What follows belongs to an exercise in optimizing a design on an open flow for small area, a short achievable clock period and few clock cycles per item; a production flow would make more cautious choices. In this exercise RTL edits were held to simulation tests only and were not proved equivalent to the original. Power figures rest on the tool's default switching activity, not on a simulated workload.

==> design/flow/config.mk <==
export PLATFORM = sky130hd
export DESIGN_NAME = drum_mixer
export DESIGN_NICKNAME = drum_mixer
export VERILOG_FILES = /design/flow/design.v
export SDC_FILE = /design/flow/constraint.sdc
export NUM_CORES = 4
export LEC_CHECK = 0
export CAP_MARGIN = 20
export CORE_MARGIN = 2
export CORE_UTILIZATION = 60
export SLEW_MARGIN = 20
==> design/flow/constraint.sdc <==
create_clock -name core_clock -period 26.0 [get_ports {clk}]
set_input_delay 5.2000 -clock core_clock [delete_from_list [all_inputs] [get_ports {clk}]]
set_output_delay 5.2000 -clock core_clock [all_outputs]
set_load 0.01 [all_outputs]
==> design/flow/design.v <==
module drum_mixer #(
    parameter N_VOICES       = 8,
    parameter NUM_DRUMS      = 16,
    parameter BUF_SIZE       = 256,
    parameter BASE_THRESHOLD = 100,
    parameter HARDEST_HIT    = 1200
) (
    input  wire        clk,
    input  wire        rst,
    input  wire        cmd_valid,
    output reg         cmd_ready,
    input  wire [47:0] cmd_word,
    input  wire        rf_valid,
    output reg         rf_ready,
    input  wire [15:0] rf_word,
    output reg         rf_done,
    output wire        srom_rd,
    output wire [7:0]  srom_drum,
    output wire [31:0] srom_pos,
    input  wire [15:0] srom_data,
    input  wire [31:0] srom_len,
    output reg         ob_we,
    output reg         ob_buf,
    output reg  [9:0]  ob_idx,
    output reg  [15:0] ob_data,
    output reg         idle,
    output reg         err,
    output wire [7:0]  nactive,
    output wire [31:0] sample_clk
);
    localparam DIV_STEPS = 2;                   
    localparam DIVISOR   = HARDEST_HIT - BASE_THRESHOLD;
    function [31:0] inc32(input [31:0] x);
        reg [31:0] c;
        integer n;
        begin
            c[0]  = 1'b1;
            for (n = 1; n < 16; n = n + 1)
                c[n] = c[n-1] & x[n-1];
            c[16] = &x[15:0];
            for (n = 17; n < 32; n = n + 1)
                c[n] = c[n-1] & x[n-1];
            inc32 = x ^ c;
        end
    endfunction
    reg [7:0]  act;
    reg [3:0]  v_drum [0:7];
    reg [11:0] v_vel  [0:7];
    reg [31:0] v_pos  [0:7];
    reg [7:0]  nz;                   
    reg [7:0]  ge [0:7];             
    reg [3:0]  nact_r;
    reg [31:0] S;                    
    reg        c_go;                 
    reg        c_pend;               
    reg        c_trig;               
    reg        c_init;               
    reg [3:0]  c_cnt;                
    reg [3:0]  c_op;
    reg        c_z0, c_b0, c_idlo;   
    reg [3:0]  c_id;
    reg [15:0] c_l;                  
    reg [10:0] c_r;                  
    reg        c_sat0, c_sat1;
    reg        rq_go;                
    reg        rq_ill;               
    reg        mixing;
    reg        open;                 
    reg [8:0]  left;                 
    reg        cur_b;
    reg [7:0]  done;                 
    reg        r_val, r_rd, r_first, r_emit, r_done, r_b;
    reg [7:0]  r_oh;                 
    reg [3:0]  r_drum;
    reg [31:0] r_pos;
    reg        d_val, d_rd, d_first, d_emit, d_done, d_b;
    reg [7:0]  d_oh;
    reg [2:0]  d_v;
    reg [31:0] d_p1;
    reg        m_val, m_rd, m_first, m_emit, m_done, m_b;
    reg [2:0]  m_v;
    reg [7:0]  m_eq;                 
    reg [15:0] m_data;
    reg [11:0] m_vel;
    reg [18:0] acc_s, acc_c;
    reg        acc_i;
    reg        w_first;              
    assign sample_clk = S;
    assign nactive    = {4'd0, nact_r};
    reg        srom_rd_q;            
    assign srom_rd    = srom_rd_q;
    assign srom_drum  = {4'd0, r_drum};
    assign srom_pos   = r_pos;
    wire cmd_acc = cmd_valid && cmd_ready;
    wire is_nop   = (c_op == 4'd0) && c_z0 && c_idlo && (c_id == 4'd0) &&
                    (c_l == 16'd0) && c_b0;
    wire is_trig  = c_z0 && (c_op == 4'h1) && c_b0;
    wire is_trign = c_z0 && (c_op == 4'h2) && c_b0 && (c_l[15:12] == 4'd0);
    wire cmd_illegal = !(is_nop || is_trig || is_trign);
    wire cmd_alloc   = (is_trig || is_trign) && c_idlo;
    reg [10:0] dv_r;
    reg [11:0] dv_l;
    reg [11:0] dv_t;
    integer ds;
    always @(*) begin
        dv_r = c_r;
        dv_l = c_l[11:0];
        for (ds = 0; ds < DIV_STEPS; ds = ds + 1) begin
            dv_t = {dv_r, dv_l[11]};
            if (dv_t >= DIVISOR) begin
                dv_r = dv_t - DIVISOR;
                dv_l = {dv_l[10:0], 1'b1};
            end else begin
                dv_r = dv_t[10:0];
                dv_l = {dv_l[10:0], 1'b0};
            end
        end
    end
    wire [10:0] y0 = c_l[10:0] - (BASE_THRESHOLD + 1);
    wire        div_busy = c_init || (c_cnt != 4'd0);
    wire [11:0] new_vel = !c_trig ? c_l[11:0] :
                          c_sat0  ? 12'd0 :
                          c_sat1  ? 12'hFFF : c_l[11:0];
    wire rf_acc = rf_valid && rf_ready;
    wire rw_ill = (rf_word[14:10] != 5'd0) || (rf_word[9:0] > BUF_SIZE);
    wire rw_run = !rw_ill && (rf_word[9:0] != 10'd0);
    wire       kill   = m_rd && (m_eq == 8'hFF);
    wire [7:0] kill_v = kill ? (8'd1 << m_v) : 8'd0;
    wire [7:0] act_e  = act & ~kill_v;
    wire [7:0] infl = r_oh | d_oh;
    wire [7:0] rem  = act_e & ~done;
    wire       samp_end = !open || (rem == 8'd0);
    wire [7:0] cand = (samp_end ? act_e : rem) & ~infl;
    wire [7:0] pick_oh = cand & (~cand + 8'd1);
    wire [2:0] pick = {|pick_oh[7:4], |{pick_oh[7:6], pick_oh[3:2]},
                       |{pick_oh[7], pick_oh[5], pick_oh[3], pick_oh[1]}};
    reg [31:0] pick_pos;
    reg [3:0]  pick_drum;
    integer pi;
    always @(*) begin
        pick_pos  = 32'd0;
        pick_drum = 4'd0;
        for (pi = 0; pi < 8; pi = pi + 1) begin
            pick_pos  = pick_pos  | (v_pos[pi]  & {32{pick_oh[pi]}});
            pick_drum = pick_drum | (v_drum[pi] & {4{pick_oh[pi]}});
        end
    end
    wire f_new   = mixing && samp_end && (left != 9'd0) &&
                   ((cand != 8'd0) || (act_e == 8'd0));
    wire f_rd    = mixing && (cand != 8'd0) && (!samp_end || (left != 9'd0));
    wire f_flush = mixing && samp_end && (left == 9'd0);
    reg [7:0] is_max;
    integer ii, jj;
    always @(*) begin
        for (ii = 0; ii < 8; ii = ii + 1) begin
            is_max[ii] = 1'b1;
            for (jj = 0; jj < 8; jj = jj + 1) begin
                if (jj > ii && !ge[ii][jj]) is_max[ii] = 1'b0;
                if (jj < ii &&  ge[jj][ii]) is_max[ii] = 1'b0;
            end
        end
    end
    wire [7:0] slot_set = (act_e != 8'hFF) ? ~act_e : is_max;
    reg [2:0] slot;
    integer si;
    always @(*) begin
        slot = 3'd0;
        for (si = 7; si >= 0; si = si - 1)
            if (slot_set[si]) slot = si[2:0];
    end
    wire do_exec = c_pend && !div_busy && !mixing && (infl == 8'd0);
    wire c_go_n   = cmd_acc;
    wire c_pend_n = c_go ? cmd_alloc : (c_pend && !do_exec);
    wire rq_go_n  = rf_acc && !rw_run;
    wire mixing_n = (rf_acc && rw_run) || (mixing && !f_flush);
    wire cnt_z_n  = !(c_go && cmd_alloc && is_trig) && !c_init && (c_cnt <= 4'd1);
    wire exec_n   = c_pend_n && cnt_z_n && !mixing && !mixing_n && !r_rd;
    reg [11:0] d_vel;
    integer vi;
    always @(*) begin
        d_vel = 12'd0;
        for (vi = 0; vi < 8; vi = vi + 1)
            d_vel = d_vel | (v_vel[vi] & {12{d_oh[vi]}});
    end
    wire [15:0] s  = m_data;
    wire [11:0] v  = m_vel;
    wire [18:0] as = acc_s & {19{!m_first}};
    wire [18:0] ac = acc_c & {19{!m_first}};
    wire        ai = acc_i & !m_first;
    wire [30:0] tx, ty;
    wire t1 = (s[1] & v[11]) ^ (s[2] & v[10]) ^ (s[3] & v[9]);
    wire t2 = ((s[1] & v[11]) & (s[2] & v[10])) | ((s[1] & v[11]) & (s[3] & v[9])) | ((s[2] & v[10]) & (s[3] & v[9]));
    wire t3 = (s[2] & v[11]) ^ (s[3] & v[10]) ^ (s[4] & v[9]);
    wire t4 = ((s[2] & v[11]) & (s[3] & v[10])) | ((s[2] & v[11]) & (s[4] & v[9])) | ((s[3] & v[10]) & (s[4] & v[9]));
    wire t5 = (s[3] & v[11]) ^ (s[4] & v[10]) ^ (s[5] & v[9]);
    wire t6 = ((s[3] & v[11]) & (s[4] & v[10])) | ((s[3] & v[11]) & (s[5] & v[9])) | ((s[4] & v[10]) & (s[5] & v[9]));
    wire t7 = (s[4] & v[11]) ^ (s[5] & v[10]) ^ (s[6] & v[9]);
    wire t8 = ((s[4] & v[11]) & (s[5] & v[10])) | ((s[4] & v[11]) & (s[6] & v[9])) | ((s[5] & v[10]) & (s[6] & v[9]));
    wire t9 = (s[7] & v[8]) ^ (s[8] & v[7]);
    wire t10 = (s[7] & v[8]) & (s[8] & v[7]);
    wire t11 = (s[5] & v[11]) ^ (s[6] & v[10]) ^ (s[7] & v[9]);
    wire t12 = ((s[5] & v[11]) & (s[6] & v[10])) | ((s[5] & v[11]) & (s[7] & v[9])) | ((s[6] & v[10]) & (s[7] & v[9]));
    wire t13 = (s[0] & v[9]) ^ (s[1] & v[8]);
    wire t14 = (s[0] & v[9]) & (s[1] & v[8]);
    wire t15 = (s[0] & v[10]) ^ (s[1] & v[9]) ^ (s[2] & v[8]);
    wire t16 = ((s[0] & v[10]) & (s[1] & v[9])) | ((s[0] & v[10]) & (s[2] & v[8])) | ((s[1] & v[9]) & (s[2] & v[8]));
    wire t17 = (s[3] & v[7]) ^ (s[4] & v[6]);
    wire t18 = (s[3] & v[7]) & (s[4] & v[6]);
    wire t19 = (s[0] & v[11]) ^ (s[1] & v[10]) ^ (s[2] & v[9]);
    wire t20 = ((s[0] & v[11]) & (s[1] & v[10])) | ((s[0] & v[11]) & (s[2] & v[9])) | ((s[1] & v[10]) & (s[2] & v[9]));
    wire t21 = (s[3] & v[8]) ^ (s[4] & v[7]) ^ (s[5] & v[6]);
    wire t22 = ((s[3] & v[8]) & (s[4] & v[7])) | ((s[3] & v[8]) & (s[5] & v[6])) | ((s[4] & v[7]) & (s[5] & v[6]));
    wire t23 = (s[6] & v[5]) ^ (s[7] & v[4]);
    wire t24 = (s[6] & v[5]) & (s[7] & v[4]);
    wire t25 = (s[4] & v[8]) ^ (s[5] & v[7]) ^ (s[6] & v[6]);
    wire t26 = ((s[4] & v[8]) & (s[5] & v[7])) | ((s[4] & v[8]) & (s[6] & v[6])) | ((s[5] & v[7]) & (s[6] & v[6]));
    wire t27 = (s[7] & v[5]) ^ (s[8] & v[4]) ^ (s[9] & v[3]);
    wire t28 = ((s[7] & v[5]) & (s[8] & v[4])) | ((s[7] & v[5]) & (s[9] & v[3])) | ((s[8] & v[4]) & (s[9] & v[3]));
    wire t29 = (s[10] & v[2]) ^ (s[11] & v[1]) ^ (s[12] & v[0]);
    wire t30 = ((s[10] & v[2]) & (s[11] & v[1])) | ((s[10] & v[2]) & (s[12] & v[0])) | ((s[11] & v[1]) & (s[12] & v[0]));
    wire t31 = as[0] ^ ac[0];
    wire t32 = as[0] & ac[0];
    wire t33 = (s[5] & v[8]) ^ (s[6] & v[7]) ^ (s[7] & v[6]);
    wire t34 = ((s[5] & v[8]) & (s[6] & v[7])) | ((s[5] & v[8]) & (s[7] & v[6])) | ((s[6] & v[7]) & (s[7] & v[6]));
    wire t35 = (s[8] & v[5]) ^ (s[9] & v[4]) ^ (s[10] & v[3]);
    wire t36 = ((s[8] & v[5]) & (s[9] & v[4])) | ((s[8] & v[5]) & (s[10] & v[3])) | ((s[9] & v[4]) & (s[10] & v[3]));
    wire t37 = (s[11] & v[2]) ^ (s[12] & v[1]) ^ (s[13] & v[0]);
    wire t38 = ((s[11] & v[2]) & (s[12] & v[1])) | ((s[11] & v[2]) & (s[13] & v[0])) | ((s[12] & v[1]) & (s[13] & v[0]));
    wire t39 = as[1] ^ ac[1] ^ t2;
    wire t40 = (as[1] & ac[1]) | (as[1] & t2) | (ac[1] & t2);
    wire t41 = (s[6] & v[8]) ^ (s[7] & v[7]) ^ (s[8] & v[6]);
    wire t42 = ((s[6] & v[8]) & (s[7] & v[7])) | ((s[6] & v[8]) & (s[8] & v[6])) | ((s[7] & v[7]) & (s[8] & v[6]));
    wire t43 = (s[9] & v[5]) ^ (s[10] & v[4]) ^ (s[11] & v[3]);
    wire t44 = ((s[9] & v[5]) & (s[10] & v[4])) | ((s[9] & v[5]) & (s[11] & v[3])) | ((s[10] & v[4]) & (s[11] & v[3]));
    wire t45 = (s[12] & v[2]) ^ (s[13] & v[1]) ^ (s[14] & v[0]);
    wire t46 = ((s[12] & v[2]) & (s[13] & v[1])) | ((s[12] & v[2]) & (s[14] & v[0])) | ((s[13] & v[1]) & (s[14] & v[0]));
    wire t47 = as[2] ^ ac[2] ^ t4;
    wire t48 = (as[2] & ac[2]) | (as[2] & t4) | (ac[2] & t4);
    wire t49 = (s[9] & v[6]) ^ (s[10] & v[5]) ^ (s[11] & v[4]);
    wire t50 = ((s[9] & v[6]) & (s[10] & v[5])) | ((s[9] & v[6]) & (s[11] & v[4])) | ((s[10] & v[5]) & (s[11] & v[4]));
    wire t51 = (s[12] & v[3]) ^ (s[13] & v[2]) ^ (s[14] & v[1]);
    wire t52 = ((s[12] & v[3]) & (s[13] & v[2])) | ((s[12] & v[3]) & (s[14] & v[1])) | ((s[13] & v[2]) & (s[14] & v[1]));
    wire t53 = ~(s[15] & v[0]) ^ 1'b1 ^ as[3];
    wire t54 = (~(s[15] & v[0]) & 1'b1) | (~(s[15] & v[0]) & as[3]) | (1'b1 & as[3]);
    wire t55 = ac[3] ^ t6 ^ t7;
    wire t56 = (ac[3] & t6) | (ac[3] & t7) | (t6 & t7);
    wire t57 = (s[8] & v[8]) ^ (s[9] & v[7]) ^ (s[10] & v[6]);
    wire t58 = ((s[8] & v[8]) & (s[9] & v[7])) | ((s[8] & v[8]) & (s[10] & v[6])) | ((s[9] & v[7]) & (s[10] & v[6]));
    wire t59 = (s[11] & v[5]) ^ (s[12] & v[4]) ^ (s[13] & v[3]);
    wire t60 = ((s[11] & v[5]) & (s[12] & v[4])) | ((s[11] & v[5]) & (s[13] & v[3])) | ((s[12] & v[4]) & (s[13] & v[3]));
    wire t61 = (s[14] & v[2]) ^ ~(s[15] & v[1]) ^ as[4];
    wire t62 = ((s[14] & v[2]) & ~(s[15] & v[1])) | ((s[14] & v[2]) & as[4]) | (~(s[15] & v[1]) & as[4]);
    wire t63 = ac[4] ^ t8 ^ t10;
    wire t64 = (ac[4] & t8) | (ac[4] & t10) | (t8 & t10);
    wire t65 = (s[6] & v[11]) ^ (s[7] & v[10]) ^ (s[8] & v[9]);
    wire t66 = ((s[6] & v[11]) & (s[7] & v[10])) | ((s[6] & v[11]) & (s[8] & v[9])) | ((s[7] & v[10]) & (s[8] & v[9]));
    wire t67 = (s[9] & v[8]) ^ (s[10] & v[7]) ^ (s[11] & v[6]);
    wire t68 = ((s[9] & v[8]) & (s[10] & v[7])) | ((s[9] & v[8]) & (s[11] & v[6])) | ((s[10] & v[7]) & (s[11] & v[6]));
    wire t69 = (s[12] & v[5]) ^ (s[13] & v[4]) ^ (s[14] & v[3]);
    wire t70 = ((s[12] & v[5]) & (s[13] & v[4])) | ((s[12] & v[5]) & (s[14] & v[3])) | ((s[13] & v[4]) & (s[14] & v[3]));
    wire t71 = ~(s[15] & v[2]) ^ as[5] ^ ac[5];
    wire t72 = (~(s[15] & v[2]) & as[5]) | (~(s[15] & v[2]) & ac[5]) | (as[5] & ac[5]);
    wire t73 = (s[7] & v[11]) ^ (s[8] & v[10]) ^ (s[9] & v[9]);
    wire t74 = ((s[7] & v[11]) & (s[8] & v[10])) | ((s[7] & v[11]) & (s[9] & v[9])) | ((s[8] & v[10]) & (s[9] & v[9]));
    wire t75 = (s[10] & v[8]) ^ (s[11] & v[7]) ^ (s[12] & v[6]);
    wire t76 = ((s[10] & v[8]) & (s[11] & v[7])) | ((s[10] & v[8]) & (s[12] & v[6])) | ((s[11] & v[7]) & (s[12] & v[6]));
    wire t77 = (s[13] & v[5]) ^ (s[14] & v[4]) ^ ~(s[15] & v[3]);
    wire t78 = ((s[13] & v[5]) & (s[14] & v[4])) | ((s[13] & v[5]) & ~(s[15] & v[3])) | ((s[14] & v[4]) & ~(s[15] & v[3]));
    wire t79 = (s[8] & v[11]) ^ (s[9] & v[10]) ^ (s[10] & v[9]);
    wire t80 = ((s[8] & v[11]) & (s[9] & v[10])) | ((s[8] & v[11]) & (s[10] & v[9])) | ((s[9] & v[10]) & (s[10] & v[9]));
    wire t81 = (s[11] & v[8]) ^ (s[12] & v[7]) ^ (s[13] & v[6]);
    wire t82 = ((s[11] & v[8]) & (s[12] & v[7])) | ((s[11] & v[8]) & (s[13] & v[6])) | ((s[12] & v[7]) & (s[13] & v[6]));
    wire t83 = (s[9] & v[11]) ^ (s[10] & v[10]) ^ (s[11] & v[9]);
    wire t84 = ((s[9] & v[11]) & (s[10] & v[10])) | ((s[9] & v[11]) & (s[11] & v[9])) | ((s[10] & v[10]) & (s[11] & v[9]));
    wire t85 = (s[0] & v[6]) ^ (s[1] & v[5]);
    wire t86 = (s[0] & v[6]) & (s[1] & v[5]);
    wire t87 = (s[0] & v[7]) ^ (s[1] & v[6]) ^ (s[2] & v[5]);
    wire t88 = ((s[0] & v[7]) & (s[1] & v[6])) | ((s[0] & v[7]) & (s[2] & v[5])) | ((s[1] & v[6]) & (s[2] & v[5]));
    wire t89 = (s[3] & v[4]) ^ (s[4] & v[3]);
    wire t90 = (s[3] & v[4]) & (s[4] & v[3]);
    wire t91 = (s[0] & v[8]) ^ (s[1] & v[7]) ^ (s[2] & v[6]);
    wire t92 = ((s[0] & v[8]) & (s[1] & v[7])) | ((s[0] & v[8]) & (s[2] & v[6])) | ((s[1] & v[7]) & (s[2] & v[6]));
    wire t93 = (s[3] & v[5]) ^ (s[4] & v[4]) ^ (s[5] & v[3]);
    wire t94 = ((s[3] & v[5]) & (s[4] & v[4])) | ((s[3] & v[5]) & (s[5] & v[3])) | ((s[4] & v[4]) & (s[5] & v[3]));
    wire t95 = (s[6] & v[2]) ^ (s[7] & v[1]);
    wire t96 = (s[6] & v[2]) & (s[7] & v[1]);
    wire t97 = (s[2] & v[7]) ^ (s[3] & v[6]) ^ (s[4] & v[5]);
    wire t98 = ((s[2] & v[7]) & (s[3] & v[6])) | ((s[2] & v[7]) & (s[4] & v[5])) | ((s[3] & v[6]) & (s[4] & v[5]));
    wire t99 = (s[5] & v[4]) ^ (s[6] & v[3]) ^ (s[7] & v[2]);
    wire t100 = ((s[5] & v[4]) & (s[6] & v[3])) | ((s[5] & v[4]) & (s[7] & v[2])) | ((s[6] & v[3]) & (s[7] & v[2]));
    wire t101 = (s[8] & v[1]) ^ (s[9] & v[0]) ^ t13;
    wire t102 = ((s[8] & v[1]) & (s[9] & v[0])) | ((s[8] & v[1]) & t13) | ((s[9] & v[0]) & t13);
    wire t103 = (s[5] & v[5]) ^ (s[6] & v[4]) ^ (s[7] & v[3]);
    wire t104 = ((s[5] & v[5]) & (s[6] & v[4])) | ((s[5] & v[5]) & (s[7] & v[3])) | ((s[6] & v[4]) & (s[7] & v[3]));
    wire t105 = (s[8] & v[2]) ^ (s[9] & v[1]) ^ (s[10] & v[0]);
    wire t106 = ((s[8] & v[2]) & (s[9] & v[1])) | ((s[8] & v[2]) & (s[10] & v[0])) | ((s[9] & v[1]) & (s[10] & v[0]));
    wire t107 = t14 ^ t15 ^ t17;
    wire t108 = (t14 & t15) | (t14 & t17) | (t15 & t17);
    wire t109 = (s[8] & v[3]) ^ (s[9] & v[2]) ^ (s[10] & v[1]);
    wire t110 = ((s[8] & v[3]) & (s[9] & v[2])) | ((s[8] & v[3]) & (s[10] & v[1])) | ((s[9] & v[2]) & (s[10] & v[1]));
    wire t111 = (s[11] & v[0]) ^ t16 ^ t18;
    wire t112 = ((s[11] & v[0]) & t16) | ((s[11] & v[0]) & t18) | (t16 & t18);
    wire t113 = t19 ^ t21 ^ t23;
    wire t114 = (t19 & t21) | (t19 & t23) | (t21 & t23);
    wire t115 = ai ^ t1 ^ t20;
    wire t116 = (ai & t1) | (ai & t20) | (t1 & t20);
    wire t117 = t22 ^ t24 ^ t25;
    wire t118 = (t22 & t24) | (t22 & t25) | (t24 & t25);
    wire t119 = t27 ^ t29 ^ t31;
    wire t120 = (t27 & t29) | (t27 & t31) | (t29 & t31);
    wire t121 = t3 ^ t26 ^ t28;
    wire t122 = (t3 & t26) | (t3 & t28) | (t26 & t28);
    wire t123 = t30 ^ t32 ^ t33;
    wire t124 = (t30 & t32) | (t30 & t33) | (t32 & t33);
    wire t125 = t35 ^ t37 ^ t39;
    wire t126 = (t35 & t37) | (t35 & t39) | (t37 & t39);
    wire t127 = t5 ^ t34 ^ t36;
    wire t128 = (t5 & t34) | (t5 & t36) | (t34 & t36);
    wire t129 = t38 ^ t40 ^ t41;
    wire t130 = (t38 & t40) | (t38 & t41) | (t40 & t41);
    wire t131 = t43 ^ t45 ^ t47;
    wire t132 = (t43 & t45) | (t43 & t47) | (t45 & t47);
    wire t133 = t9 ^ t42 ^ t44;
    wire t134 = (t9 & t42) | (t9 & t44) | (t42 & t44);
    wire t135 = t46 ^ t48 ^ t49;
    wire t136 = (t46 & t48) | (t46 & t49) | (t48 & t49);
    wire t137 = t51 ^ t53 ^ t55;
    wire t138 = (t51 & t53) | (t51 & t55) | (t53 & t55);
    wire t139 = t11 ^ t50 ^ t52;
    wire t140 = (t11 & t50) | (t11 & t52) | (t50 & t52);
    wire t141 = t54 ^ t56 ^ t57;
    wire t142 = (t54 & t56) | (t54 & t57) | (t56 & t57);
    wire t143 = t59 ^ t61 ^ t63;
    wire t144 = (t59 & t61) | (t59 & t63) | (t61 & t63);
    wire t145 = t12 ^ t58 ^ t60;
    wire t146 = (t12 & t58) | (t12 & t60) | (t58 & t60);
    wire t147 = t62 ^ t64 ^ t65;
    wire t148 = (t62 & t64) | (t62 & t65) | (t64 & t65);
    wire t149 = t67 ^ t69 ^ t71;
    wire t150 = (t67 & t69) | (t67 & t71) | (t69 & t71);
    wire t151 = as[6] ^ ac[6] ^ t66;
    wire t152 = (as[6] & ac[6]) | (as[6] & t66) | (ac[6] & t66);
    wire t153 = t68 ^ t70 ^ t72;
    wire t154 = (t68 & t70) | (t68 & t72) | (t70 & t72);
    wire t155 = t73 ^ t75 ^ t77;
    wire t156 = (t73 & t75) | (t73 & t77) | (t75 & t77);
    wire t157 = (s[14] & v[5]) ^ ~(s[15] & v[4]) ^ as[7];
    wire t158 = ((s[14] & v[5]) & ~(s[15] & v[4])) | ((s[14] & v[5]) & as[7]) | (~(s[15] & v[4]) & as[7]);
    wire t159 = ac[7] ^ t74 ^ t76;
    wire t160 = (ac[7] & t74) | (ac[7] & t76) | (t74 & t76);
    wire t161 = t78 ^ t79 ^ t81;
    wire t162 = (t78 & t79) | (t78 & t81) | (t79 & t81);
    wire t163 = (s[12] & v[8]) ^ (s[13] & v[7]) ^ (s[14] & v[6]);
    wire t164 = ((s[12] & v[8]) & (s[13] & v[7])) | ((s[12] & v[8]) & (s[14] & v[6])) | ((s[13] & v[7]) & (s[14] & v[6]));
    wire t165 = ~(s[15] & v[5]) ^ as[8] ^ ac[8];
    wire t166 = (~(s[15] & v[5]) & as[8]) | (~(s[15] & v[5]) & ac[8]) | (as[8] & ac[8]);
    wire t167 = t80 ^ t82 ^ t83;
    wire t168 = (t80 & t82) | (t80 & t83) | (t82 & t83);
    wire t169 = (s[10] & v[11]) ^ (s[11] & v[10]) ^ (s[12] & v[9]);
    wire t170 = ((s[10] & v[11]) & (s[11] & v[10])) | ((s[10] & v[11]) & (s[12] & v[9])) | ((s[11] & v[10]) & (s[12] & v[9]));
    wire t171 = (s[13] & v[8]) ^ (s[14] & v[7]) ^ ~(s[15] & v[6]);
    wire t172 = ((s[13] & v[8]) & (s[14] & v[7])) | ((s[13] & v[8]) & ~(s[15] & v[6])) | ((s[14] & v[7]) & ~(s[15] & v[6]));
    wire t173 = as[9] ^ ac[9] ^ t84;
    wire t174 = (as[9] & ac[9]) | (as[9] & t84) | (ac[9] & t84);
    wire t175 = (s[11] & v[11]) ^ (s[12] & v[10]) ^ (s[13] & v[9]);
    wire t176 = ((s[11] & v[11]) & (s[12] & v[10])) | ((s[11] & v[11]) & (s[13] & v[9])) | ((s[12] & v[10]) & (s[13] & v[9]));
    wire t177 = (s[14] & v[8]) ^ ~(s[15] & v[7]) ^ as[10];
    wire t178 = ((s[14] & v[8]) & ~(s[15] & v[7])) | ((s[14] & v[8]) & as[10]) | (~(s[15] & v[7]) & as[10]);
    wire t179 = (s[12] & v[11]) ^ (s[13] & v[10]) ^ (s[14] & v[9]);
    wire t180 = ((s[12] & v[11]) & (s[13] & v[10])) | ((s[12] & v[11]) & (s[14] & v[9])) | ((s[13] & v[10]) & (s[14] & v[9]));
    wire t181 = (s[0] & v[4]) ^ (s[1] & v[3]);
    wire t182 = (s[0] & v[4]) & (s[1] & v[3]);
    wire t183 = (s[0] & v[5]) ^ (s[1] & v[4]) ^ (s[2] & v[3]);
    wire t184 = ((s[0] & v[5]) & (s[1] & v[4])) | ((s[0] & v[5]) & (s[2] & v[3])) | ((s[1] & v[4]) & (s[2] & v[3]));
    wire t185 = (s[3] & v[2]) ^ (s[4] & v[1]);
    wire t186 = (s[3] & v[2]) & (s[4] & v[1]);
    wire t187 = (s[2] & v[4]) ^ (s[3] & v[3]) ^ (s[4] & v[2]);
    wire t188 = ((s[2] & v[4]) & (s[3] & v[3])) | ((s[2] & v[4]) & (s[4] & v[2])) | ((s[3] & v[3]) & (s[4] & v[2]));
    wire t189 = (s[5] & v[1]) ^ (s[6] & v[0]) ^ t85;
    wire t190 = ((s[5] & v[1]) & (s[6] & v[0])) | ((s[5] & v[1]) & t85) | ((s[6] & v[0]) & t85);
    wire t191 = (s[5] & v[2]) ^ (s[6] & v[1]) ^ (s[7] & v[0]);
    wire t192 = ((s[5] & v[2]) & (s[6] & v[1])) | ((s[5] & v[2]) & (s[7] & v[0])) | ((s[6] & v[1]) & (s[7] & v[0]));
    wire t193 = t86 ^ t87 ^ t89;
    wire t194 = (t86 & t87) | (t86 & t89) | (t87 & t89);
    wire t195 = (s[8] & v[0]) ^ t88 ^ t90;
    wire t196 = ((s[8] & v[0]) & t88) | ((s[8] & v[0]) & t90) | (t88 & t90);
    wire t197 = t91 ^ t93 ^ t95;
    wire t198 = (t91 & t93) | (t91 & t95) | (t93 & t95);
    wire t199 = t92 ^ t94 ^ t96;
    wire t200 = (t92 & t94) | (t92 & t96) | (t94 & t96);
    wire t201 = t97 ^ t99 ^ t101;
    wire t202 = (t97 & t99) | (t97 & t101) | (t99 & t101);
    wire t203 = t98 ^ t100 ^ t102;
    wire t204 = (t98 & t100) | (t98 & t102) | (t100 & t102);
    wire t205 = t103 ^ t105 ^ t107;
    wire t206 = (t103 & t105) | (t103 & t107) | (t105 & t107);
    wire t207 = t104 ^ t106 ^ t108;
    wire t208 = (t104 & t106) | (t104 & t108) | (t106 & t108);
    wire t209 = t109 ^ t111 ^ t113;
    wire t210 = (t109 & t111) | (t109 & t113) | (t111 & t113);
    wire t211 = t110 ^ t112 ^ t114;
    wire t212 = (t110 & t112) | (t110 & t114) | (t112 & t114);
    wire t213 = t115 ^ t117 ^ t119;
    wire t214 = (t115 & t117) | (t115 & t119) | (t117 & t119);
    wire t215 = t116 ^ t118 ^ t120;
    wire t216 = (t116 & t118) | (t116 & t120) | (t118 & t120);
    wire t217 = t121 ^ t123 ^ t125;
    wire t218 = (t121 & t123) | (t121 & t125) | (t123 & t125);
    wire t219 = t122 ^ t124 ^ t126;
    wire t220 = (t122 & t124) | (t122 & t126) | (t124 & t126);
    wire t221 = t127 ^ t129 ^ t131;
    wire t222 = (t127 & t129) | (t127 & t131) | (t129 & t131);
    wire t223 = t128 ^ t130 ^ t132;
    wire t224 = (t128 & t130) | (t128 & t132) | (t130 & t132);
    wire t225 = t133 ^ t135 ^ t137;
    wire t226 = (t133 & t135) | (t133 & t137) | (t135 & t137);
    wire t227 = t134 ^ t136 ^ t138;
    wire t228 = (t134 & t136) | (t134 & t138) | (t136 & t138);
    wire t229 = t139 ^ t141 ^ t143;
    wire t230 = (t139 & t141) | (t139 & t143) | (t141 & t143);
    wire t231 = t140 ^ t142 ^ t144;
    wire t232 = (t140 & t142) | (t140 & t144) | (t142 & t144);
    wire t233 = t145 ^ t147 ^ t149;
    wire t234 = (t145 & t147) | (t145 & t149) | (t147 & t149);
    wire t235 = t146 ^ t148 ^ t150;
    wire t236 = (t146 & t148) | (t146 & t150) | (t148 & t150);
    wire t237 = t151 ^ t153 ^ t155;
    wire t238 = (t151 & t153) | (t151 & t155) | (t153 & t155);
    wire t239 = t152 ^ t154 ^ t156;
    wire t240 = (t152 & t154) | (t152 & t156) | (t154 & t156);
    wire t241 = t157 ^ t159 ^ t161;
    wire t242 = (t157 & t159) | (t157 & t161) | (t159 & t161);
    wire t243 = t158 ^ t160 ^ t162;
    wire t244 = (t158 & t160) | (t158 & t162) | (t160 & t162);
    wire t245 = t163 ^ t165 ^ t167;
    wire t246 = (t163 & t165) | (t163 & t167) | (t165 & t167);
    wire t247 = t164 ^ t166 ^ t168;
    wire t248 = (t164 & t166) | (t164 & t168) | (t166 & t168);
    wire t249 = t169 ^ t171 ^ t173;
    wire t250 = (t169 & t171) | (t169 & t173) | (t171 & t173);
    wire t251 = ac[10] ^ t170 ^ t172;
    wire t252 = (ac[10] & t170) | (ac[10] & t172) | (t170 & t172);
    wire t253 = t174 ^ t175 ^ t177;
    wire t254 = (t174 & t175) | (t174 & t177) | (t175 & t177);
    wire t255 = ~(s[15] & v[8]) ^ as[11] ^ ac[11];
    wire t256 = (~(s[15] & v[8]) & as[11]) | (~(s[15] & v[8]) & ac[11]) | (as[11] & ac[11]);
    wire t257 = t176 ^ t178 ^ t179;
    wire t258 = (t176 & t178) | (t176 & t179) | (t178 & t179);
    wire t259 = (s[13] & v[11]) ^ (s[14] & v[10]) ^ ~(s[15] & v[9]);
    wire t260 = ((s[13] & v[11]) & (s[14] & v[10])) | ((s[13] & v[11]) & ~(s[15] & v[9])) | ((s[14] & v[10]) & ~(s[15] & v[9]));
    wire t261 = as[12] ^ ac[12] ^ t180;
    wire t262 = (as[12] & ac[12]) | (as[12] & t180) | (ac[12] & t180);
    wire t263 = (s[14] & v[11]) ^ ~(s[15] & v[10]) ^ as[13];
    wire t264 = ((s[14] & v[11]) & ~(s[15] & v[10])) | ((s[14] & v[11]) & as[13]) | (~(s[15] & v[10]) & as[13]);
    wire t265 = (s[0] & v[3]) ^ (s[1] & v[2]);
    wire t266 = (s[0] & v[3]) & (s[1] & v[2]);
    wire t267 = (s[2] & v[2]) ^ (s[3] & v[1]) ^ (s[4] & v[0]);
    wire t268 = ((s[2] & v[2]) & (s[3] & v[1])) | ((s[2] & v[2]) & (s[4] & v[0])) | ((s[3] & v[1]) & (s[4] & v[0]));
    wire t269 = (s[5] & v[0]) ^ t182 ^ t183;
    wire t270 = ((s[5] & v[0]) & t182) | ((s[5] & v[0]) & t183) | (t182 & t183);
    wire t271 = t184 ^ t186 ^ t187;
    wire t272 = (t184 & t186) | (t184 & t187) | (t186 & t187);
    wire t273 = t188 ^ t190 ^ t191;
    wire t274 = (t188 & t190) | (t188 & t191) | (t190 & t191);
    wire t275 = t192 ^ t194 ^ t195;
    wire t276 = (t192 & t194) | (t192 & t195) | (t194 & t195);
    wire t277 = t196 ^ t198 ^ t199;
    wire t278 = (t196 & t198) | (t196 & t199) | (t198 & t199);
    wire t279 = t200 ^ t202 ^ t203;
    wire t280 = (t200 & t202) | (t200 & t203) | (t202 & t203);
    wire t281 = t204 ^ t206 ^ t207;
    wire t282 = (t204 & t206) | (t204 & t207) | (t206 & t207);
    wire t283 = t208 ^ t210 ^ t211;
    wire t284 = (t208 & t210) | (t208 & t211) | (t210 & t211);
    wire t285 = t212 ^ t214 ^ t215;
    wire t286 = (t212 & t214) | (t212 & t215) | (t214 & t215);
    wire t287 = t216 ^ t218 ^ t219;
    wire t288 = (t216 & t218) | (t216 & t219) | (t218 & t219);
    wire t289 = t220 ^ t222 ^ t223;
    wire t290 = (t220 & t222) | (t220 & t223) | (t222 & t223);
    wire t291 = t224 ^ t226 ^ t227;
    wire t292 = (t224 & t226) | (t224 & t227) | (t226 & t227);
    wire t293 = t228 ^ t230 ^ t231;
    wire t294 = (t228 & t230) | (t228 & t231) | (t230 & t231);
    wire t295 = t232 ^ t234 ^ t235;
    wire t296 = (t232 & t234) | (t232 & t235) | (t234 & t235);
    wire t297 = t236 ^ t238 ^ t239;
    wire t298 = (t236 & t238) | (t236 & t239) | (t238 & t239);
    wire t299 = t240 ^ t242 ^ t243;
    wire t300 = (t240 & t242) | (t240 & t243) | (t242 & t243);
    wire t301 = t244 ^ t246 ^ t247;
    wire t302 = (t244 & t246) | (t244 & t247) | (t246 & t247);
    wire t303 = t248 ^ t250 ^ t251;
    wire t304 = (t248 & t250) | (t248 & t251) | (t250 & t251);
    wire t305 = t252 ^ t254 ^ t255;
    wire t306 = (t252 & t254) | (t252 & t255) | (t254 & t255);
    wire t307 = t256 ^ t258 ^ t259;
    wire t308 = (t256 & t258) | (t256 & t259) | (t258 & t259);
    wire t309 = ac[13] ^ t260 ^ t262;
    wire t310 = (ac[13] & t260) | (ac[13] & t262) | (t260 & t262);
    wire t311 = ~(s[15] & v[11]) ^ as[14] ^ ac[14];
    wire t312 = (~(s[15] & v[11]) & as[14]) | (~(s[15] & v[11]) & ac[14]) | (as[14] & ac[14]);
    wire t313 = 1'b1 ^ as[15];
    wire t314 = 1'b1 & as[15];
    wire t315 = 1'b1 ^ as[16];
    wire t316 = 1'b1 & as[16];
    wire t317 = 1'b1 ^ as[17];
    wire t318 = 1'b1 & as[17];
    wire t319 = 1'b1 ^ as[18];
    wire t320 = 1'b1 & as[18];
    wire t321 = (s[0] & v[2]) ^ (s[1] & v[1]);
    wire t322 = (s[0] & v[2]) & (s[1] & v[1]);
    wire t323 = (s[2] & v[1]) ^ (s[3] & v[0]) ^ t265;
    wire t324 = ((s[2] & v[1]) & (s[3] & v[0])) | ((s[2] & v[1]) & t265) | ((s[3] & v[0]) & t265);
    wire t325 = t181 ^ t266 ^ t267;
    wire t326 = (t181 & t266) | (t181 & t267) | (t266 & t267);
    wire t327 = t185 ^ t268 ^ t269;
    wire t328 = (t185 & t268) | (t185 & t269) | (t268 & t269);
    wire t329 = t189 ^ t270 ^ t271;
    wire t330 = (t189 & t270) | (t189 & t271) | (t270 & t271);
    wire t331 = t193 ^ t272 ^ t273;
    wire t332 = (t193 & t272) | (t193 & t273) | (t272 & t273);
    wire t333 = t197 ^ t274 ^ t275;
    wire t334 = (t197 & t274) | (t197 & t275) | (t274 & t275);
    wire t335 = t201 ^ t276 ^ t277;
    wire t336 = (t201 & t276) | (t201 & t277) | (t276 & t277);
    wire t337 = t205 ^ t278 ^ t279;
    wire t338 = (t205 & t278) | (t205 & t279) | (t278 & t279);
    wire t339 = t209 ^ t280 ^ t281;
    wire t340 = (t209 & t280) | (t209 & t281) | (t280 & t281);
    wire t341 = t213 ^ t282 ^ t283;
    wire t342 = (t213 & t282) | (t213 & t283) | (t282 & t283);
    wire t343 = t217 ^ t284 ^ t285;
    wire t344 = (t217 & t284) | (t217 & t285) | (t284 & t285);
    wire t345 = t221 ^ t286 ^ t287;
    wire t346 = (t221 & t286) | (t221 & t287) | (t286 & t287);
    wire t347 = t225 ^ t288 ^ t289;
    wire t348 = (t225 & t288) | (t225 & t289) | (t288 & t289);
    wire t349 = t229 ^ t290 ^ t291;
    wire t350 = (t229 & t290) | (t229 & t291) | (t290 & t291);
    wire t351 = t233 ^ t292 ^ t293;
    wire t352 = (t233 & t292) | (t233 & t293) | (t292 & t293);
    wire t353 = t237 ^ t294 ^ t295;
    wire t354 = (t237 & t294) | (t237 & t295) | (t294 & t295);
    wire t355 = t241 ^ t296 ^ t297;
    wire t356 = (t241 & t296) | (t241 & t297) | (t296 & t297);
    wire t357 = t245 ^ t298 ^ t299;
    wire t358 = (t245 & t298) | (t245 & t299) | (t298 & t299);
    wire t359 = t249 ^ t300 ^ t301;
    wire t360 = (t249 & t300) | (t249 & t301) | (t300 & t301);
    wire t361 = t253 ^ t302 ^ t303;
    wire t362 = (t253 & t302) | (t253 & t303) | (t302 & t303);
    wire t363 = t257 ^ t304 ^ t305;
    wire t364 = (t257 & t304) | (t257 & t305) | (t304 & t305);
    wire t365 = t261 ^ t306 ^ t307;
    wire t366 = (t261 & t306) | (t261 & t307) | (t306 & t307);
    wire t367 = t263 ^ t308 ^ t309;
    wire t368 = (t263 & t308) | (t263 & t309) | (t308 & t309);
    wire t369 = t264 ^ t310 ^ t311;
    wire t370 = (t264 & t310) | (t264 & t311) | (t310 & t311);
    wire t371 = ac[15] ^ t312 ^ t313;
    wire t372 = (ac[15] & t312) | (ac[15] & t313) | (t312 & t313);
    wire t373 = ac[16] ^ t314 ^ t315;
    wire t374 = (ac[16] & t314) | (ac[16] & t315) | (t314 & t315);
    wire t375 = ac[17] ^ t316 ^ t317;
    wire t376 = (ac[17] & t316) | (ac[17] & t317) | (t316 & t317);
    wire t377 = ac[18] ^ t318 ^ t319;
    wire t378 = (ac[18] & t318) | (ac[18] & t319) | (t318 & t319);
    assign tx[0] = (s[0] & v[0]);
    assign ty[0] = 1'b0;
    assign tx[1] = (s[0] & v[1]);
    assign ty[1] = (s[1] & v[0]);
    assign tx[2] = (s[2] & v[0]);
    assign ty[2] = t321;
    assign tx[3] = t322;
    assign ty[3] = t323;
    assign tx[4] = t324;
    assign ty[4] = t325;
    assign tx[5] = t326;
    assign ty[5] = t327;
    assign tx[6] = t328;
    assign ty[6] = t329;
    assign tx[7] = t330;
    assign ty[7] = t331;
    assign tx[8] = t332;
    assign ty[8] = t333;
    assign tx[9] = t334;
    assign ty[9] = t335;
    assign tx[10] = t336;
    assign ty[10] = t337;
    assign tx[11] = t338;
    assign ty[11] = t339;
    assign tx[12] = t340;
    assign ty[12] = t341;
    assign tx[13] = t342;
    assign ty[13] = t343;
    assign tx[14] = t344;
    assign ty[14] = t345;
    assign tx[15] = t346;
    assign ty[15] = t347;
    assign tx[16] = t348;
    assign ty[16] = t349;
    assign tx[17] = t350;
    assign ty[17] = t351;
    assign tx[18] = t352;
    assign ty[18] = t353;
    assign tx[19] = t354;
    assign ty[19] = t355;
    assign tx[20] = t356;
    assign ty[20] = t357;
    assign tx[21] = t358;
    assign ty[21] = t359;
    assign tx[22] = t360;
    assign ty[22] = t361;
    assign tx[23] = t362;
    assign ty[23] = t363;
    assign tx[24] = t364;
    assign ty[24] = t365;
    assign tx[25] = t366;
    assign ty[25] = t367;
    assign tx[26] = t368;
    assign ty[26] = t369;
    assign tx[27] = t370;
    assign ty[27] = t371;
    assign tx[28] = t372;
    assign ty[28] = t373;
    assign tx[29] = t374;
    assign ty[29] = t375;
    assign tx[30] = t376;
    assign ty[30] = t377;
    wire        lo_c = ({1'b0, tx[11:0]} + {1'b0, ty[11:0]}) >> 12;
    wire [19:0] acc_w = {acc_s, 1'b1} + {acc_c, acc_i};
    wire [18:0] acc   = acc_w[19:1];
    wire        sat_hi  = !acc[18] && (acc[17:11] != 7'h00);
    wire        sat_lo  =  acc[18] && (acc[17:11] != 7'h7F);
    wire [11:0] mix     = sat_hi ? 12'h7FF : sat_lo ? 12'h800 : acc[11:0];
    always @(posedge clk) begin
        if (rst) begin
            cmd_ready <= 1'b1;
            rf_ready  <= 1'b1;
            c_go      <= 1'b0;
            c_pend    <= 1'b0;
            c_init    <= 1'b0;
            c_cnt     <= 4'd0;
            rq_go     <= 1'b0;
            mixing    <= 1'b0;
            err       <= 1'b0;
            S         <= 32'd0;
            act       <= 8'd0;
            r_val     <= 1'b0;
            r_rd      <= 1'b0;
            srom_rd_q <= 1'b0;
            r_oh      <= 8'd0;
            d_val     <= 1'b0;
            d_rd      <= 1'b0;
            d_oh      <= 8'd0;
            m_val     <= 1'b0;
            ob_we     <= 1'b0;
            rf_done   <= 1'b0;
            w_first   <= 1'b1;
            idle      <= 1'b0;
        end else begin
            cmd_ready <= !c_go_n && (!c_pend_n || exec_n);
            rf_ready  <= !mixing_n && !c_go_n && !rq_go_n && (!c_pend_n || exec_n);
            c_go      <= c_go_n;
            c_pend    <= c_pend_n;
            rq_go     <= rq_go_n;
            mixing    <= mixing_n;
            if ((c_go && cmd_illegal) || (rq_go && rq_ill))
                err <= 1'b1;
            if (c_go) begin
                c_init <= cmd_alloc && is_trig;
            end else if (c_init) begin
                c_init <= 1'b0;
                c_cnt  <= 4'd12 / DIV_STEPS;
            end else if (c_cnt != 4'd0) begin
                c_cnt  <= c_cnt - 4'd1;
            end
            if (f_new)
                S <= inc32(S);
            act <= act_e;
            if (do_exec)
                act[slot] <= 1'b1;
            r_val   <= f_new || f_rd || f_flush || rq_go;
            r_rd    <= f_rd;
            srom_rd_q <= f_rd;
            r_oh    <= f_rd ? pick_oh : 8'd0;
            d_val   <= r_val;
            d_rd    <= r_rd;
            d_oh    <= r_oh;
            m_val   <= d_val;
            ob_we   <= m_val && m_emit;
            rf_done <= m_val && m_done;
            if (m_val && m_emit)
                w_first <= 1'b0;
            if (m_val && m_done)
                w_first <= 1'b1;
            idle <= !mixing && !c_pend && !c_go && !rq_go && !r_val && !d_val &&
                    !m_val && !cmd_acc && !rf_acc;
        end
    end
    integer q;
    always @(posedge clk) begin
        if (cmd_ready) begin
            c_op   <= cmd_word[47:44];
            c_z0   <= (cmd_word[43:40] == 4'd0);
            c_idlo <= (cmd_word[39:36] == 4'd0);
            c_id   <= cmd_word[35:32];
            c_b0   <= (cmd_word[15:0] == 16'd0);
        end
        if (c_init) begin
            c_sat0 <= (c_l <= BASE_THRESHOLD);
            c_sat1 <= (c_l >= HARDEST_HIT);
            c_r    <= y0;
        end else if (c_cnt != 4'd0) begin
            c_r    <= dv_r;
        end
        if (c_init)
            c_l    <= {4'd0, 1'b1, ~y0};
        else if (c_cnt != 4'd0)
            c_l    <= {4'd0, dv_l};
        else if (cmd_ready)
            c_l    <= cmd_word[31:16];
        if (c_go)
            c_trig <= is_trig;
        if (rf_ready) begin
            left   <= rf_word[8:0];
            rq_ill <= rw_ill;
            cur_b <= rf_word[15];
        end
        if (rf_ready)
            open <= 1'b0;
        if (f_new) begin
            open <= 1'b1;
            left <= left - 9'd1;
            done <= 8'd0;
        end
        if (f_rd) begin
            if (!samp_end) done <= done | pick_oh;
            else           done <= pick_oh;
        end
        nz <= nz | d_oh;
        for (q = 0; q < 8; q = q + 1)
            if ((do_exec && slot == q) || d_oh[q])
                v_pos[q] <= d_rd ? d_p1 : 32'd0;
        if (do_exec) begin
            nz[slot]     <= 1'b0;
            v_drum[slot] <= c_id;
            v_vel[slot]  <= new_vel;
            for (q = 0; q < 8; q = q + 1) begin
                if (q < slot) ge[q][slot] <= 1'b1;
                if (q > slot) ge[slot][q] <= !nz[q];
            end
        end
        nact_r <= act[0] + act[1] + act[2] + act[3] + act[4] + act[5] + act[6] + act[7];
        r_first <= f_new;
        r_emit  <= (f_new && open) || f_flush;
        r_done  <= f_flush || rq_go;
        r_b     <= cur_b;
        r_drum  <= pick_drum;
        r_pos   <= pick_pos;
        d_first <= r_first;
        d_emit  <= r_emit;
        d_done  <= r_done;
        d_b     <= r_b;
        d_v     <= {|r_oh[7:4], |{r_oh[7:6], r_oh[3:2]},
                    |{r_oh[7], r_oh[5], r_oh[3], r_oh[1]}};
        d_p1    <= inc32(r_pos);
        m_rd    <= d_rd;
        m_first <= d_val && d_first;
        m_vel   <= d_rd ? d_vel : 12'd0;
        m_emit  <= d_emit;
        m_done  <= d_done;
        m_b     <= d_b;
        m_v     <= d_v;
        m_data  <= srom_data;
        for (q = 0; q < 8; q = q + 1)
            m_eq[q] <= (srom_len[4*q +: 4] == d_p1[4*q +: 4]);
        acc_s   <= tx[30:12];
        acc_c   <= ty[30:12];
        acc_i   <= lo_c;
        ob_buf  <= m_b;
        ob_data <= {4'b0011, ~mix[11], mix[10:0]};
        if (m_val && m_emit)
            ob_idx <= w_first ? 10'd0 : inc32({22'd0, ob_idx});
    end
endmodule
==> design/flow/flow/run.sh <==
#!/bin/bash
# The standard layout, with the port buffers made from buf_2 cells instead of
# the flow's default (a slow delay buffer).  Everything else is standard.sh.
set -euo pipefail
bash standard.sh "BUFFER_PORTS_ARGS=-buffer_cell sky130_fd_sc_hd__buf_2" finish > make_finish.log 2>&1
==> design/flow/standard.sh <==
#!/bin/bash
# synth_recipe.tcl (not shown) runs the flow's synth.tcl, then flattens the netlist and writes it again
# the make line also repeats each setting of config.mk as NAME=value (left out here)
make -C /OpenROAD-flow-scripts/flow DESIGN_CONFIG=/design/flow/config.mk WORK_HOME=/design/flow/orfs CLKGATE_MAP_FILE= SYNTH_SCRIPT=/design/flow/synth_recipe.tcl "${@:-finish}"
==> results of run 1 <==
## cells in the mapped netlist, types with 16 or more instances
cell	count	area, µm²
ha_1	122	1530
dfxtp_1	269	5390
nor4_1	36	225
inv_1	224	841
a21o_1	19	143
edfxtp_1	477	14300
or3_1	16	100
a311oi_1	37	324
nor3_1	30	150
o21a_1	28	210
and2_1	176	1100
a2bb2oi_1	36	315
xor2_1	53	464
clkbuf_1	128	480
o21ai_0	76	380
a22oi_1	120	901
nor2b_1	41	257
nor2_1	124	465
mux2i_1	44	440
and3_1	39	244
nand3_1	61	305
nand2b_1	95	594
nand4_1	18	113
xnor2_1	25	219
nand2_1	147	552
a21oi_1	66	330
fa_1	176	3520
## critical path: cells and delay by family, from the launching register on
family | cells | cell delay, ns
buf+inv | 2 | 0.47
flops | 1 | 0.31
## report_power, final
part           leakage (nW)  internal (mW)  switching [mW]
Combinational          8.23          0.258           0.353
Clock                  1.32          0.691           0.468
Sequential             6.75           1.36          0.0627
## flip-flops by register name (all words and copies together) (netlist names), 16 cells and up
| signal | count |
|---|---|
| v_vel | 96 |
| acc_s | 19 |
| S | 32 |
| v_pos | 256 |
| r_pos | 32 |
| acc_c | 19 |
| v_drum | 32 |
| m_data | 16 |
| c_l | 16 |
| d_p1 | 32 |
| ge | 28 |
## metrics by stage
step | area (µm²) | worst slack [ns]
floorplan | 35900 | 19.23
global placement | 37500 | 18.93
detailed placement | 37500 | 18.92
CTS | 40200 | 19.33
global route | 40200 | 19.28
finish | 40200 | 19.38
## cells by family (layout without fill, tap and decap cells)
kind of cell | after synthesis | after routing | synth area share [%]
and+or+nand+nor | 832 | 832 | 12.7
DFF | 746 | 746 | 55.0
AOI/OAI and AO/OA | 506 | 506 | 10.5
buffers and inverters | 383 | 621 | 4.32
adders and majority gates | 298 | 298 | 14.1
xor gates and xnor gates | 78 | 78 | 1.91
muxes | 53 | 53 | 1.51
other | 2 | 12 | 0.0210
## cell type report
| cell class | instances | area, µm² |
|---|---|---|
| clock buffer | 107 | 2170 |
| clock inverter | 37 | 528 |
| fill | 4328 | 18800 |
| inverter | 227 | 853 |
| multi-input combinational | 1779 | 14700 |
| sequential | 746 | 19700 |
| tap | 773 | 967 |
| timing repair buffer | 250 | 1330 |
## layer usage
| layer | wire length (µm) | vias to the layer above | GRT usage, % |
|---|---|---|---|
| met4 | 2420 | 0 | 8.81 |
| met3 | 4440 | 165 | 3.52 |
| li1 | - | 10700 | - |
| met2 | 42100 | 718 | 47.4 |
| met5 | 0 | - | 0 |
| met1 | 36300 | 11800 | 37.7 |
## worst max-delay path by stage
stage	start	endpoint	slack, ns	cells past startpoint
2_1_floorplan	rf_word[11]	rf_ready$_SDFF_PP1_	19.23	8
3_3_place_gp	rf_word[4]	rf_ready$_SDFF_PP1_	18.93	10
3_5_place_dp	rf_word[4]	rf_ready$_SDFF_PP1_	18.92	10
4_1_cts	cmd_ready$_SDFF_PP1_	cmd_ready	19.33	2
5_1_grt	cmd_ready$_SDFF_PP1_	cmd_ready	19.28	2
6_report	cmd_ready$_SDFF_PP1_	cmd_ready	19.38	2
==> summary.txt, run 1 <==
Starting Density 60.7%; Final Instance Count excl. Fillers 3919; worst hold path type flop to flop; hold path depth 0; Final setup violation count 0; largest net degree at the start of global routing 107; vias per inst 5.96; TritonCTS clock tree yes; register area share after synthesis 55.0%; clock-pin slew on the worst setup and hold paths 0.06 ns; Final ANT Viol Nets 0; routability cong. about 0.90; IO Count 230; DIE WIDTH between 200 and 250 µm; PD cells 79.2 nW/µm²; vias in the first global route 23700; Post-CTS Setup Bufs 0; H-tree levels 3; Tot Pwr 3.19 mW; Mapped Area ~36000 µm²; CORE AREA 59000 µm²; worst hold slack 0.327 ns; startpoint type of the worst setup path flop; DPL Wire Length around 55000 µm; CTS max path bufs 3; Post-Syn Area per Cell roughly 12 µm²; crit share post-route 25.5%; # rows between 80 and 90; Port Buf Inserts 217; Slowest Stage Delay on Critical Path about 0.31 ns; dpl cells 3774; Worst Hold Path EP m_v[0]$_DFF_P_; reg2reg start m_eq[2]$_DFF_P_; most common cell after layout, fill and taps aside edfxtp_1; Worst path slowest cell dfxtp_1; Worst-Margin Slew 1.08 ns; drt drc 0; Worst Skew about 0.024 ns; Initial DRC Count roughly 1900; hold buffer count at cts 0; Final Net Count 3496; final core utilization 68.2%; Reg2Reg Depth 11; CP Class flop to primary output; Slew headroom 28.1%; CP arrival 1.42 ns; Max-cap violations 0; crit-path max FO 19; crit path cell chain buf_4 > buf_2; Syn Inst Count 2898; Required @ worst endpoint 20.80 ns; leak pwr 16.3 nW; DIE AREA 61700 µm²; GR Overflow Total 0; HP Start d_v[0]$_DFF_P_; vias 23400; status timing/DRC/antenna clean; Initial DRT Pass Iterations 5; setup_tns 0 ns; FF+latch count, synth 746; routed len/inst 21.8 µm; CTS sink cnt 746; Global Route Usage Sum roughly 28%; RSZ-0062 raised after global routing false; yosys warns 2; Post-synth EDFFs 477; FFs w/ async S/R, synth 0%; post-CTS sizing 0; share of layout cells above drive strength 1 13.4%; Ant. Diodes 0; first-pass GRT wire length 131000 µm; total CTS buffers 78; initial antenna violation count 1; r2r setup slk 20.88 ns; Synth cell types 92; fmax approximately 150 MHz; Die Height 248 µm; r2r endpoint left[7]$_DFFE_PP_; total wire length around 85000 µm; P&R area growth vs syn 12.3%; CP Capture Type primary output; fin crit period 6.62 ns; commonest cells after routing, fill and taps aside edfxtp_1 (477), dfxtp_1 (268), inv_1 (224); Final Hold Fails 0; fin. max-slew vios 0; Synth Flop Type edfxtp_1; Worst VDD drop 0.0000818 V; CTS root buf clkbuf_16; clock latency on the worst-skew pair around 0.63 ns
Testbench counts, summed over its fixed seeds: cycles 128,467, items 24,576.
==> inputs of run 2 (changes only) <==
--- a/design/flow/design.v
+++ b/design/flow/design.v
@@ -52,6 +52,7 @@
     reg [3:0]  nact_r;
     reg [31:0] S;                    
     reg        c_go;                 
+    reg        c_cap;                
     reg        c_pend;               
     reg        c_trig;               
     reg        c_init;               
@@ -63,6 +64,7 @@
     reg [10:0] c_r;                  
     reg        c_sat0, c_sat1;
     reg        rq_go;                
+    reg        rq_cap;               
     reg        rq_ill;               
     reg        mixing;
     reg        open;                 
@@ -636,8 +638,10 @@
     wire [11:0] mix     = sat_hi ? 12'h7FF : sat_lo ? 12'h800 : acc[11:0];
     always @(posedge clk) begin
         if (rst) begin
-            cmd_ready <= 1'b1;
-            rf_ready  <= 1'b1;
+            cmd_ready <= 1'b0;
+            rf_ready  <= 1'b0;
+            c_cap     <= 1'b1;
+            rq_cap    <= 1'b1;
             c_go      <= 1'b0;
             c_pend    <= 1'b0;
             c_init    <= 1'b0;
@@ -662,6 +666,8 @@
         end else begin
             cmd_ready <= !c_go_n && (!c_pend_n || exec_n);
             rf_ready  <= !mixing_n && !c_go_n && !rq_go_n && (!c_pend_n || exec_n);
+            c_cap     <= !c_go_n && (!c_pend_n || exec_n);
+            rq_cap    <= !mixing_n && !c_go_n && !rq_go_n && (!c_pend_n || exec_n);
             c_go      <= c_go_n;
             c_pend    <= c_pend_n;
             rq_go     <= rq_go_n;
@@ -701,7 +707,7 @@
     end
     integer q;
     always @(posedge clk) begin
-        if (cmd_ready) begin
+        if (c_cap) begin
             c_op   <= cmd_word[47:44];
             c_z0   <= (cmd_word[43:40] == 4'd0);
             c_idlo <= (cmd_word[39:36] == 4'd0);
@@ -719,16 +725,16 @@
             c_l    <= {4'd0, 1'b1, ~y0};
         else if (c_cnt != 4'd0)
             c_l    <= {4'd0, dv_l};
-        else if (cmd_ready)
+        else if (c_cap)
             c_l    <= cmd_word[31:16];
         if (c_go)
             c_trig <= is_trig;
-        if (rf_ready) begin
+        if (rq_cap) begin
             left   <= rf_word[8:0];
             rq_ill <= rw_ill;
             cur_b <= rf_word[15];
         end
-        if (rf_ready)
+        if (rq_cap)
             open <= 1'b0;
         if (f_new) begin
             open <= 1'b1;
==> design/flow/flow/run.sh (replaced) <==
#!/bin/bash
# The standard layout, with two changes: the port buffers are buf_2 cells
# instead of the flow's default (a slow delay buffer), and clock tree
# synthesis uses clkbuf_8 cells without dummy loads.  Everything else is
# standard.sh.
set -euo pipefail
bash standard.sh \
  "BUFFER_PORTS_ARGS=-buffer_cell sky130_fd_sc_hd__buf_2" \
  "CTS_ARGS=-sink_clustering_enable -repair_clock_nets -buf_list sky130_fd_sc_hd__clkbuf_8 -dont_use_dummy_load" \
  finish > make_finish.log 2>&1
==> run 2 against run 1 <==
  * Clock power decreased by 33%
  * Maximum frequency is 6.6% lower
  * Critical endpoint is now rq_cap$_SDFF_PP1_
  * Clock-buffer cell count increased by 8
  * Sequential share of layout area is 2.0 points higher
  * Combinational power shrank 3%
  * Largest cell class unchanged
  * Sequential power barely moved
  * Area after synthesis is 1.0% lower
  * Worst hold slack worse by 0.00059 ns
  * Global-route usage is 0.20 points lower
==> summary.txt, run 2 <==
Synth Flop Type edfxtp_1; Reg2Reg Depth 12; sequential share of power 50.7%; Biggest register v_pos; FFs w/ async S/R, synth 0%; Post-Syn Area per Cell approximately 12 µm²; Comb pwr share between 20% and 30%; Initial DRC Count ~1700; crit-path max FO 2; share of layout cells above drive strength 1 roughly 14%; most frequent cells after synthesis edfxtp_1 (477), dfxtp_1 (271), inv_1 (230); setup_tns 0 ns; Switching Share between 20 and 30%; PD cells a little over 70 nW/µm²; Worst VDD drop roughly 0.000086 V; worst hold path type flop to flop; r2r setup slk 21.29 ns; CTS root buf clkbuf_8; Synth area leader edfxtp_1; total CTS buffers 115; r2r endpoint v_pos[6][11]$_DFFE_PP_; largest net degree at the start of global routing 80; first-pass GRT wire length 130000 µm; startpoint type of the worst setup path primary input; Post-synth EDFFs 477; DPL Wire Length 54700 µm; vias 23100; routability cong. between 0.8 and 0.9; Slew headroom 25.7%; initial antenna violation count 2; vias in the first global route roughly 23000; # fillers 4492; Die Height 247 µm; RSZ-0062 raised after global routing false; fin. max-slew vios 0; Syn Inst Count roughly 2900; commonest cells after routing, fill and taps aside edfxtp_1 (477), dfxtp_1 (270), inv_1 (230); storage element area 19800 µm²; H-tree levels 3; P&R area growth vs syn 9.21%; CORE AREA 58700 µm²; Worst Skew 0.110 ns; # rows 89; hold buffer count at cts 0; Final Hold Fails 0; post-CTS sizing 0; Final ANT Viol Nets 0; Worst setup startpoint rf_word[11]; Mapped Area 35500 µm²; crit path cell chain buf_2 > or4_1 > a2111oi_0 > inv_1 > nor2_1 > nand3_1 > a41oi_1 > and4bb_2 > or2_2; total wire length 83900 µm; CP Capture Type flop; register area share after synthesis 55.7%; most frequent cell after synthesis edfxtp_1; leak pwr between 10 and 15 nW; DIE WIDTH 247 µm; vias per inst 5.97; clock-pin slew on the worst setup and hold paths 0.06 ns; P_int 1.99 mW; Required @ worst endpoint 26.54 ns; Largest register FFs 256; Worst-Margin Slew 1.12 ns; fin crit period 7.09 ns; Synth cell types between 90 and 100; most common cell after layout, fill and taps aside edfxtp_1; Worst path slowest cell or4_1; DIE AREA 61100 µm²; CP Class primary input to flop; hold path depth 0; Worst Setup EP rq_cap$_SDFF_PP1_; routed len/inst 21.7 µm; Largest regs v_pos (256), v_vel (96); Initial DRT Pass Iterations 7; Port Buf Inserts about 220; status timing/DRC/antenna clean; FF+latch count, synth 748; yosys warns 2; Final Instance Count excl. Fillers 3868; Final Net Count 3509; Clk pwr share 28.0%; crit share post-route a little over a quarter; drt drc 0; fmax between 100 and 150 MHz; Global Route Usage Sum between 20% and 30%; Slowest Stage Delay on Critical Path 0.53 ns; TritonCTS clock tree yes; CTS sink cnt 748; clock latency on the worst-skew pair 0.76 ns; dpl cells 3751; Sw Pwr 0.806 mW; top post-synthesis cells by area edfxtp_1 (40%), dfxtp_1 (15%), fa_1 (9.9%), ha_1 (4.3%), and2_1 (3.1%); Synth top area share 40.4%; IO Count 230; reg2reg start m_eq[5]$_DFF_P_; multi-input combinational cell area 14200 µm²; CTS max path bufs 3; GR Overflow Total 0; final core utilization 66.0%; Max-cap violations 0; Final setup violation count 0; Starting Density about three fifths; Post-CTS Setup Bufs 0; CP arrival 7.63 ns; worst hold slack 0.326 ns
run 2: cell count changes after synthesis, moves of 16 or more:
cell / delta
o21ai_1: +19
a22oi_2: +19
mux2i_1: -27
nand2b_1: -52
a21oi_1: +22
buf_2: +16
nand3_1: +38
and3_1: -31
clkbuf_1: -35
a221oi_1: +36
a311oi_1: -36
run 2: cell type report:
cell class	instances	area share [%]
inverters	233	2.26
repair buffers	249	3.42
clock buffers	115	4.09
multi-input cells	1748	36.7
flip-flops and latches	748	51.0
well taps	773	2.50
diodes	2	0.0129
run 2: logic make-up (layout without fill, tap and decap cells):
family          after synthesis  after routing  share of synthesized area, %
fa+ha+maj                   298            298                          14.2
compound gates              534            534                          10.8
buf+inv                     380            597                          4.48
simple gates                805            805                          12.2
flops                       748            748                          55.7
other cells                   2             14                        0.0212
xor+xnor                     80             80                          1.98
mux                          19             19                         0.565
run 2: worst min path at each step:
| stage | slack (ns) | to | start |
|---|---|---|---|
| 2_1_floorplan | 0.31 | d_b$_DFF_P_ | r_b$_DFF_P_ |
| 3_3_place_gp | 0.31 | m_done$_DFF_P_ | d_done$_DFF_P_ |
| 3_5_place_dp | 0.31 | m_emit$_DFF_P_ | d_emit$_DFF_P_ |
| 4_1_cts | 0.32 | d_done$_DFF_P_ | r_done$_DFF_P_ |
| 5_1_grt | 0.33 | d_b$_DFF_P_ | r_b$_DFF_P_ |
| 6_report | 0.33 | d_emit$_DFF_P_ | r_emit$_DFF_P_ |
run 2: metal layers:
layer	routed length [µm]	share of wire, %	global-route usage (%)	vias to the layer above
li1	-	-	-	10600
met1	36700	44	39.2	11500
met2	39800	47	44.6	819
met3	5540	6.6	4.55	148
met4	1830	2.2	7.71	2
met5	11	0.013	0	-
run 2: power by group through the flow:
stage | Combinational [mW] | Sequential, mW | Clock [mW]
3_5_place_dp | 0.594 | 1.44 | 0
2_1_floorplan | 0.454 | 1.42 | 0
4_1_cts | 0.597 | 1.42 | 0.800
3_3_place_gp | 0.575 | 1.44 | 0
5_1_grt | 0.678 | 1.42 | 0.845
6_report | 0.594 | 1.42 | 0.782
run 2: stage by stage:
stage               power, mW  worst slack [ns]  cell area [µm²]
floorplan                1.87             18.79            35500
global placement         2.01             18.43            37100
detailed placement       2.03             18.30            37100
CTS                      2.81             18.98            38700
global route             2.95             18.75            38700
finish                   2.79             18.91            38700
run 2: critical path, delay by kind of cell:
family | cells | cell delay (ns)
AO/OA/AOI/OAI | 2 | 0.70
buffers and inverters | 2 | 0.19
AND/OR/NAND/NOR | 5 | 1.53
Testbench counts of run 2, summed over its fixed seeds: cycles 128,467, items 24,576.

-- afterwards: timing with drivers on the ports --
Ports are ideal in the flow. The routed layouts listed here were re-timed in OpenROAD. Step 1: set_driving_cell puts a clkbuf_16 on clk and a buf_2 on each other input, an assumption about the parent block. Step 2 adds t to the input delays and takes it off the output delays; t is the mean of the earliest and latest rising clock arrival at the registers after step 1. Input paths then give back, and output paths get back, about the clock's delay inside the block. a / b / c = ideal ports / drivers / drivers and shift; a / b = the first two.
run	t (ns)	setup slack, ns	worst register clock-pin slew, ns
run 1	0.684	19.376 / 19.309 / 18.935	0.07 / 0.07
run 2	0.752	18.911 / 18.945 / 18.193	0.07 / 0.07
After both steps setup and hold are still met in every run listed. The setup slack of run 2, which loses most, moves by +0.034 ns with the drivers and by -0.718 ns with both steps.
